This is an optimization exercise on Yosys and OpenROAD, whose aim is small area, a short achievable clock period and few clock cycles per item, not a production implementation.
RTL that was checked went through simulation tests only; none was proved equivalent to the original.
Power is estimated from default activity; no workload was simulated.

== wip/indigo ==
==> flow/design.v (excerpt) <==
module sha1_core (
    input  wire         clk,
    input  wire         rst,       
    input  wire         start,     
    output wire         ready,
    input  wire [511:0] chunk,     
    input  wire [159:0] h_in,      
    output reg          done,      
    output wire [159:0] h_out      
);
==> flow/config.mk <==
export PLATFORM = sky130hd
export DESIGN_NAME = sha1_core
export DESIGN_NICKNAME = sha1_core
export VERILOG_FILES = /design/flow/design.v
export SDC_FILE = /design/flow/constraint.sdc
export NUM_CORES = 4
export LEC_CHECK = 0
export CAP_MARGIN = 20
export CORE_MARGIN = 2
export CORE_UTILIZATION = 40
export CTS_CLUSTER_DIAMETER = 100
export CTS_CLUSTER_SIZE = 25
export PLACE_DENSITY = 0.7
export SLEW_MARGIN = 20
==> flow/constraint.sdc <==
create_clock -name core_clock -period 10.0 [get_ports {clk}]
set_input_delay 2.0000 -clock core_clock [delete_from_list [all_inputs] [get_ports {clk}]]
set_output_delay 2.0000 -clock core_clock [all_outputs]
set_load 0.01 [all_outputs]
standard.sh (not shown) runs the stock make flow with config.mk's settings and CLKGATE_MAP_FILE= SYNTH_SCRIPT=/design/flow/synth_recipe.tcl, a recipe that flattens the netlist after the stock synthesis.
==> flow/flow/run.sh <==
#!/bin/bash
# Standard ORFS layout with two changes: the port buffers use the smallest
# buffer cell, and timing repair aims for a tighter setup slack than the
# clock period alone asks for.
export BUFFER_PORTS_ARGS="-buffer_cell sky130_fd_sc_hd__buf_1"
export SETUP_SLACK_MARGIN=6.7
bash standard.sh > standard.log 2>&1
Testbench counts of wip/indigo, summed over its fixed seeds: cycles 63,752, items 768.
Relative to wip/indigo, the following input files were edited for wip/nickel:
-- flow/flow/run.sh --
<<< wip/indigo, line 5
export BUFFER_PORTS_ARGS="-buffer_cell sky130_fd_sc_hd__buf_1"
export SETUP_SLACK_MARGIN=6.7
bash standard.sh > standard.log 2>&1
>>> wip/nickel, line 5
export BUFFER_PORTS_ARGS="-buffer_cell sky130_fd_sc_hd__buf_1"
export SETUP_SLACK_MARGIN=6.0
bash standard.sh > standard.log 2>&1
-- flow/config.mk --
<<< wip/indigo, line 7
export LEC_CHECK = 0
export CAP_MARGIN = 20
>>> wip/nickel, line 7
export LEC_CHECK = 0
export ABC_AREA = 1
export CAP_MARGIN = 20
<<< wip/indigo, line 12
export CTS_CLUSTER_SIZE = 25
export PLACE_DENSITY = 0.7
export SLEW_MARGIN = 20
>>> wip/nickel, line 13
export CTS_CLUSTER_SIZE = 25
export SLEW_MARGIN = 20
## What came out
- What wip/nickel reported for total wire length has to be multiplied by 0.806 to get the figure for wip/indigo.
- Against wip/indigo, wip/nickel comes in 21% higher on first-pass GRT wire length.
- Diff wip/indigo and wip/nickel: share of cells above drive strength 1 lower in wip/nickel
- wip/nickel vs wip/indigo: cell area reported after detailed placement up in wip/nickel
- For design area, wip/indigo and wip/nickel come out practically identical.
[inputs] wip/maple vs wip/nickel
-- flow/flow/run.sh --
<<< wip/nickel, line 5
export BUFFER_PORTS_ARGS="-buffer_cell sky130_fd_sc_hd__buf_1"
export SETUP_SLACK_MARGIN=6.0
bash standard.sh > standard.log 2>&1
>>> wip/maple, line 5
export BUFFER_PORTS_ARGS="-buffer_cell sky130_fd_sc_hd__buf_1"
export SETUP_SLACK_MARGIN=6.7
bash standard.sh > standard.log 2>&1
[summary]
- Each of the runs, namely wip/maple and wip/nickel, reached the end of the flow and came out clean.
- wip/maple vs. wip/nickel: post-CTS resize count went up by 94.
- wip/maple vs wip/nickel — required time reported for the critical path endpoint dropped 2.55 ns.
- Between wip/nickel and wip/maple, global-route usage increased.
- wip/nickel -> wip/maple: worst hold slack flat
- On sequential-cell power consumption, the lower figure sits with wip/maple, not wip/nickel.
- wip/nickel ended up with reg -> reg as its class of the most critical setup path; wip/maple ended up with reg -> out.
- For wip/nickel, the worst setup path startpoint was is_ch$_DFF_P_, unlike wip/maple, where it was r[4][14]$_DFF_P_.
- Route | wip/maple vs wip/nickel | wire longer in wip/maple
- Post-route minimum period down 0.49 ns in wip/maple wrt wip/nickel
- Number of instances on the worst hold path came out exactly the same in wip/maple and wip/nickel.
- In the reports for wip/maple and wip/nickel, the larger post-route core utilization belongs to wip/maple.
- Data arrival time of the critical path for wip/maple is lower than for wip/nickel.
- Routed length on met2, wip/maple and wip/nickel: higher on wip/maple

* * *

Another version of the RTL of sha1_core (not shown whole).
Size in the first run: ~3500 cells after synthesis, ~860 flip-flops, about 38000 µm² of cells after synthesis.
Settings: LEC_CHECK=0, CAP_MARGIN=20, CORE_MARGIN=2, CORE_UTILIZATION=40, CTS_BUF_LIST=sky130_fd_sc_hd__clkbuf_4 sky130_fd_sc_hd__clkbuf_8, SLEW_MARGIN=20; clock period 10.0 ns.
==> flow/flow/run.sh <==
#!/bin/bash
# Standard ORFS layout with two changes: the port buffers use the smallest
# buffer cell, and timing repair aims for a tighter setup slack than the
# clock period alone asks for.
export BUFFER_PORTS_ARGS="-buffer_cell sky130_fd_sc_hd__buf_1"
export SETUP_SLACK_MARGIN=6.5
bash standard.sh > standard.log 2>&1
The first run passed the timing, DRC and antenna checks.
Then changed:
CTS_BUF_LIST = not set   (was sky130_fd_sc_hd__clkbuf_4 sky130_fd_sc_hd__clkbuf_8)
=> The new run passed the timing, DRC and antenna checks; sequential power stays flat; routed wire length drops by 1.5%; final area hardly moves; synthesized area does not change; via count came out lower by 2.0%; register-to-register slack gets better by 0.06 ns; total power is higher by 2.3%; worst hold slack barely changes.
Function was not checked in any run of this note: the RTL went through the layout flow alone.

* * *

## main
The RTL this note starts from:
==> flow/design.v <==
module sha1_core (
    input  wire         clk,
    input  wire         rst,       
    input  wire         start,     
    output wire         ready,
    input  wire [511:0] chunk,     
    input  wire [159:0] h_in,      
    output reg          done,      
    output wire [159:0] h_out      
);
    localparam [31:0] K0 = 32'h5A827999;
    localparam [31:0] K1 = 32'h6ED9EBA1;
    localparam [31:0] K2 = 32'h8F1BBCDC;
    localparam [31:0] K3 = 32'hCA62C1D6;
    reg         busy;
    reg         rdy;                
    reg         sh, ld;             
    reg [6:0]   cnt;                
    reg [31:0]  w [0:15];           
    reg [31:0]  a, b, c;            
    reg [31:0]  p;                  
    reg [31:0]  q;                  
    reg [31:0]  r [0:4];            
    reg         prep;               
    reg         is_ch, is_maj;      
    reg [31:0]  k;                  
    reg         fin_rot, fin_b, fin_w;
    wire load = start && !busy && !rst;
    assign ready = rdy;
    wire [31:0] fb = a;
    wire [31:0] fc = {b[1:0], b[31:2]};
    wire [31:0] fd = c;
    wire [31:0] f1 = is_ch ? fc : is_maj ? (fc | fd) : ~(fc ^ fd);
    wire [31:0] f0 = is_ch ? fd : is_maj ? (fc & fd) :  (fc ^ fd);
    wire [31:0] f  = (fb & f1) | (~fb & f0);
    wire [31:0] q_next = c + k + w[0];
    wire [31:0] p_next = f + q;
    wire [31:0] t_new  = {a[26:0], a[31:27]} + p;
    wire [31:0] w_mix  = w[13] ^ w[8] ^ w[2] ^ w[0];
    wire [31:0] w_next = {w_mix[30:0], w_mix[31]};
    wire [31:0] fin_op = ({32{fin_rot}} & {a[1:0], a[31:2]}) |
                         ({32{fin_b}}   & a) |
                         ({32{fin_w}}   & w[12]);
    wire [31:0] fin_sum = r[0] + fin_op;
    assign h_out = {a, r[4], r[3], r[2], r[1]};
    reg [31:0] w_sh [0:15];
    reg [31:0] r_sh [0:4];
    reg [31:0] h_ring [0:4];
    integer j;
    always @(*) begin
        for (j = 0; j < 15; j = j + 1)
            w_sh[j] = w[j+1];
        w_sh[15] = w_next;
        if (fin_w)
            w_sh[11] = fin_sum;                          
        for (j = 0; j < 4; j = j + 1)
            r_sh[j] = r[j+1];
        r_sh[4] = fin_sum;
        h_ring[0] = h_in[95:64];                         
        h_ring[1] = h_in[127:96];                        
        h_ring[2] = h_in[159:128];                       
        h_ring[3] = h_in[31:0];                          
        h_ring[4] = h_in[63:32];                         
    end
    wire [6:0] cnt_n = busy ? cnt + 7'd1 : 7'd0;
    integer i;
    always @(posedge clk) begin
        if (rst) begin
            busy <= 1'b0;
            rdy  <= 1'b1;
            done <= 1'b0;
        end else begin
            done <= 1'b0;
            if (load) begin
                busy <= 1'b1;
                rdy  <= 1'b0;
            end else if (busy && cnt == 7'd81) begin
                busy <= 1'b0;
                rdy  <= 1'b1;
                done <= 1'b1;
            end
        end
        sh <= !rst && (load || (busy && !fin_b));
        ld <= rst || (!load && (!busy || fin_b));
        cnt     <= cnt_n;
        prep    <= (cnt_n <= 7'd1);
        is_ch   <= (cnt_n <= 7'd20);
        is_maj  <= (cnt_n >= 7'd41) && (cnt_n <= 7'd60);
        k       <= (cnt_n < 7'd20) ? K0 : (cnt_n < 7'd40) ? K1 :
                   (cnt_n < 7'd60) ? K2 : K3;
        fin_rot <= (cnt_n >= 7'd78) && (cnt_n <= 7'd80);
        fin_b   <= (cnt_n == 7'd81);
        fin_w   <= (cnt_n == 7'd67);
        q <= q_next;
        p <= p_next;
        a <= ({32{ld}} & {h_in[93:64], h_in[95:94]}) |      
             ({32{sh}} & (prep ? r[1] : t_new));         
        b <= ({32{ld}} & {h_in[61:32], h_in[63:62]}) |      
             ({32{sh}} & a);
        c <= ({32{ld}} & h_in[31:0]) |                      
             ({32{sh}} & {b[1:0], b[31:2]});
        for (i = 0; i < 16; i = i + 1)
            w[i] <= ({32{ld}} & chunk[511 - 32*i -: 32]) | ({32{sh}} & w_sh[i]);
        for (i = 0; i < 5; i = i + 1)
            r[i] <= ({32{ld}} & h_ring[i]) | ({32{sh}} & r_sh[i]);
    end
endmodule
==> flow/config.mk <==
export PLATFORM = sky130hd
export DESIGN_NAME = sha1_core
export DESIGN_NICKNAME = sha1_core
export VERILOG_FILES = /design/flow/design.v
export SDC_FILE = /design/flow/constraint.sdc
export NUM_CORES = 4
export LEC_CHECK = 0
export CAP_MARGIN = 20
export CORE_MARGIN = 2
export CORE_UTILIZATION = 40
export CTS_CLUSTER_DIAMETER = 100
export CTS_CLUSTER_SIZE = 25
export SLEW_MARGIN = 20
==> flow/constraint.sdc <==
create_clock -name core_clock -period 10.0 [get_ports {clk}]
set_input_delay 2.0000 -clock core_clock [delete_from_list [all_inputs] [get_ports {clk}]]
set_output_delay 2.0000 -clock core_clock [all_outputs]
set_load 0.01 [all_outputs]
==> flow/flow/run.sh <==
#!/bin/bash
# Standard ORFS layout with two changes: the port buffers use the smallest
# buffer cell, and timing repair aims for a tighter setup slack than the
# clock period alone asks for.
export BUFFER_PORTS_ARGS="-buffer_cell sky130_fd_sc_hd__buf_1"
export SETUP_SLACK_MARGIN=6.7
bash standard.sh > standard.log 2>&1
Both conditions hold for main: the flow ran to the end and the final layout passed the timing, DRC and antenna checks.
Testbench counts of main, summed over its fixed seeds: cycles 63,752, items 768.
Here is what was changed in the inputs of the feature branch compared with main.
- changing CTS_CLUSTER_SIZE from 25 to 20
diff --git a/flow/flow/run.sh b/flow/flow/run.sh
--- a/flow/flow/run.sh
+++ b/flow/flow/run.sh
@@ -6 +6 @@
-export SETUP_SLACK_MARGIN=6.7
+export SETUP_SLACK_MARGIN=6.5
Findings:
- In the feature branch relative to main, non-clock buffer count had gone down by a little under 10%.
- Of the feature branch and main, the higher overall power belongs to main.
- Count of fill cells added during filler insertion: the feature branch vs main up 1.8%
- On routed length on met2, the lower figure sits with the feature branch, not main.
- As far as remaining global-route overflow goes, the feature branch and main are indistinguishable; the numbers are identical.
- Looking at proportion of final cell area spent on non-clock buffers, the feature branch sits below main.
- Looking only at sequential share of layout area, and setting everything else aside, the higher value of the feature branch and main goes to the feature branch.
- Area growth from synthesis to final layout ended up 3.2 points lower on the feature branch than on main.

* * *

sha1_core, a different RTL version from the one above (not shown whole).
Size: about 4400 cells after synthesis, about 840 I/O pins, roughly 38000 µm² of cells after synthesis.
clock: 10.0 ns
lec_check: 0
abc_area: 1
cap_margin: 20
core_margin: 2
core_utilization: 45
cts_cluster_diameter: 100
cts_cluster_size: 25
slew_margin: 20
==> flow/flow/run.sh <==
#!/bin/bash
# Standard ORFS layout with two changes: the port buffers use the smallest
# buffer cell, and timing repair aims for a tighter setup slack than the
# clock period alone asks for.
export BUFFER_PORTS_ARGS="-buffer_cell sky130_fd_sc_hd__buf_1"
export SETUP_SLACK_MARGIN=6.7
bash standard.sh > standard.log 2>&1
Testbench counts at the start, summed over its fixed seeds: cycles 63,752, items 768.
Rerun with:
--- a/flow/config.mk
+++ b/flow/config.mk
@@ -11 +11 @@
-export CORE_UTILIZATION = 45
+export CORE_UTILIZATION = 40
What happened: Worst setup slack is better by 58 ps; final cell count went up by 2.4%; power went down by 1.7%; cell area went up by 0.43%.
Rerun with:
--- a/flow/flow/run.sh
+++ b/flow/flow/run.sh
@@ -6 +6 @@
-export SETUP_SLACK_MARGIN=6.7
+export SETUP_SLACK_MARGIN=6.9
What happened: The changed run went through all stages and came out clean. Routed wire length climbs by 0.76%. Combinational power goes up by 8.4%. Register-to-register slack is better by 40 ps. Worst hold slack is better by 8.1 ps. Synthesized cell count does not change. Total power increases by about 3.3%. Global-route usage goes up by 0.37 points. Clock skew drops by 3.8 ps.
Rerun with:
--- a/flow/flow/run.sh
+++ b/flow/flow/run.sh
@@ -6 +6 @@
-export SETUP_SLACK_MARGIN=6.9
+export SETUP_SLACK_MARGIN=6.4
Effect: The new run passed the timing, DRC and antenna checks; synthesized cell count does not change; cell area goes down by 5.7%; setup slack gets worse by 380 ps; total power goes down by 3.9%; die area stays the same; core utilization goes down by 2.8 points.

* * *

== the reference run ==
Another version of the RTL of sha1_core (not shown whole).
For scale: roughly 3500 cells after synthesis, about 860 flip-flops.
## sha1_core
module sha1_core (
    input  wire         clk,
    input  wire         rst,       
    input  wire         start,     
    output wire         ready,
    input  wire [511:0] chunk,     
    input  wire [159:0] h_in,      
    output reg          done,      
    output wire [159:0] h_out      
);
Settings: LEC_CHECK=0, CAP_MARGIN=20, CORE_MARGIN=2, CORE_UTILIZATION=40, SETUP_SLACK_MARGIN=5, SLEW_MARGIN=20; clock period 10.0 ns.
run.sh (not shown) runs the stock make flow with config.mk's settings and CLKGATE_MAP_FILE= SYNTH_SCRIPT=/design/flow/synth_recipe.tcl, a recipe that flattens the netlist after the stock synthesis.
Stock flow here: none of the scripts above is used.
Testbench counts of the reference run, summed over its fixed seeds: cycles 62,984, items 768.
Here is what was changed in the inputs of the trial run compared with the reference run.
# the reference run
export LEC_CHECK = 0
export CAP_MARGIN = 20
export CORE_MARGIN = 2
export CORE_UTILIZATION = 40
export SETUP_SLACK_MARGIN = 5
export SLEW_MARGIN = 20
create_clock -name core_clock -period 10.0 [get_ports {clk}]
# the trial run
export LEC_CHECK = 0
export CAP_MARGIN = 20
export CORE_MARGIN = 2
export CORE_UTILIZATION = 40
export SLEW_MARGIN = 20
create_clock -name core_clock -period 10.0 [get_ports {clk}]
The trial run -> the reference run: global-route wire length before repair delta 0, exact match. Between the reference run and the trial run, the clock share of power figures differ only marginally. Taking the reference run as the reference, in the trial run number of library cell types mapped by synthesis flat, minimum setup slack after placement flat.

==> afterwards: timing with drivers on the ports <==
In the flow no input, the clock included, has a driving cell. The finished layouts below were timed again as built, in two steps.
Step 1 (the two cells are an assumption about what drives the block):
set clk [get_ports {clk}]
set_driving_cell -lib_cell sky130_fd_sc_hd__clkbuf_16 $clk
set_driving_cell -lib_cell sky130_fd_sc_hd__buf_2 [delete_from_list [all_inputs] $clk]
Step 2 moves the port delays by t, midway between the first and last clock arrival at a register: inputs arrive t later, outputs are due t later. That takes back most of the time a late clock gives input paths.
Three values: ideal ports, drivers, drivers and shift; two values: the first two.
| run | shift t [ns] | slack for setup (ns) | pins driven straight from the clock port |
|---|---|---|---|
| wip/indigo | 0.718 | 6.602 / 6.602 / 6.602 | 1 |
| wip/nickel | 0.738 | 6.214 / 6.182 / 6.214 | 1 |
| wip/maple | 0.736 | 6.708 / 6.629 / 6.838 | 1 |
| the first run of note 2 | 0.891 | 6.447 / 6.441 / 6.447 | 1 |
| the second run of note 2 | 0.744 | 6.502 / 6.502 / 6.502 | 1 |
| main | 0.703 | 6.616 / 6.616 / 6.616 | 1 |
| the feature branch | 0.728 | 6.471 / 6.471 / 6.471 | 1 |
| the first run of note 4 | 0.719 | 6.640 / 6.626 / 6.640 | 1 |
| the second run of note 4 | 0.734 | 6.698 / 6.622 / 6.832 | 1 |
| the third run of note 4 | 0.730 | 6.751 / 6.676 / 6.870 | 1 |
| the fourth run of note 4 | 0.732 | 6.376 / 6.298 / 6.654 | 1 |
| the reference run | 0.734 | 5.482 / 5.482 / 5.482 | 1 |
| the trial run | 0.734 | 5.482 / 5.482 / 5.482 | 1 |
After both steps setup and hold are still met in every run listed.
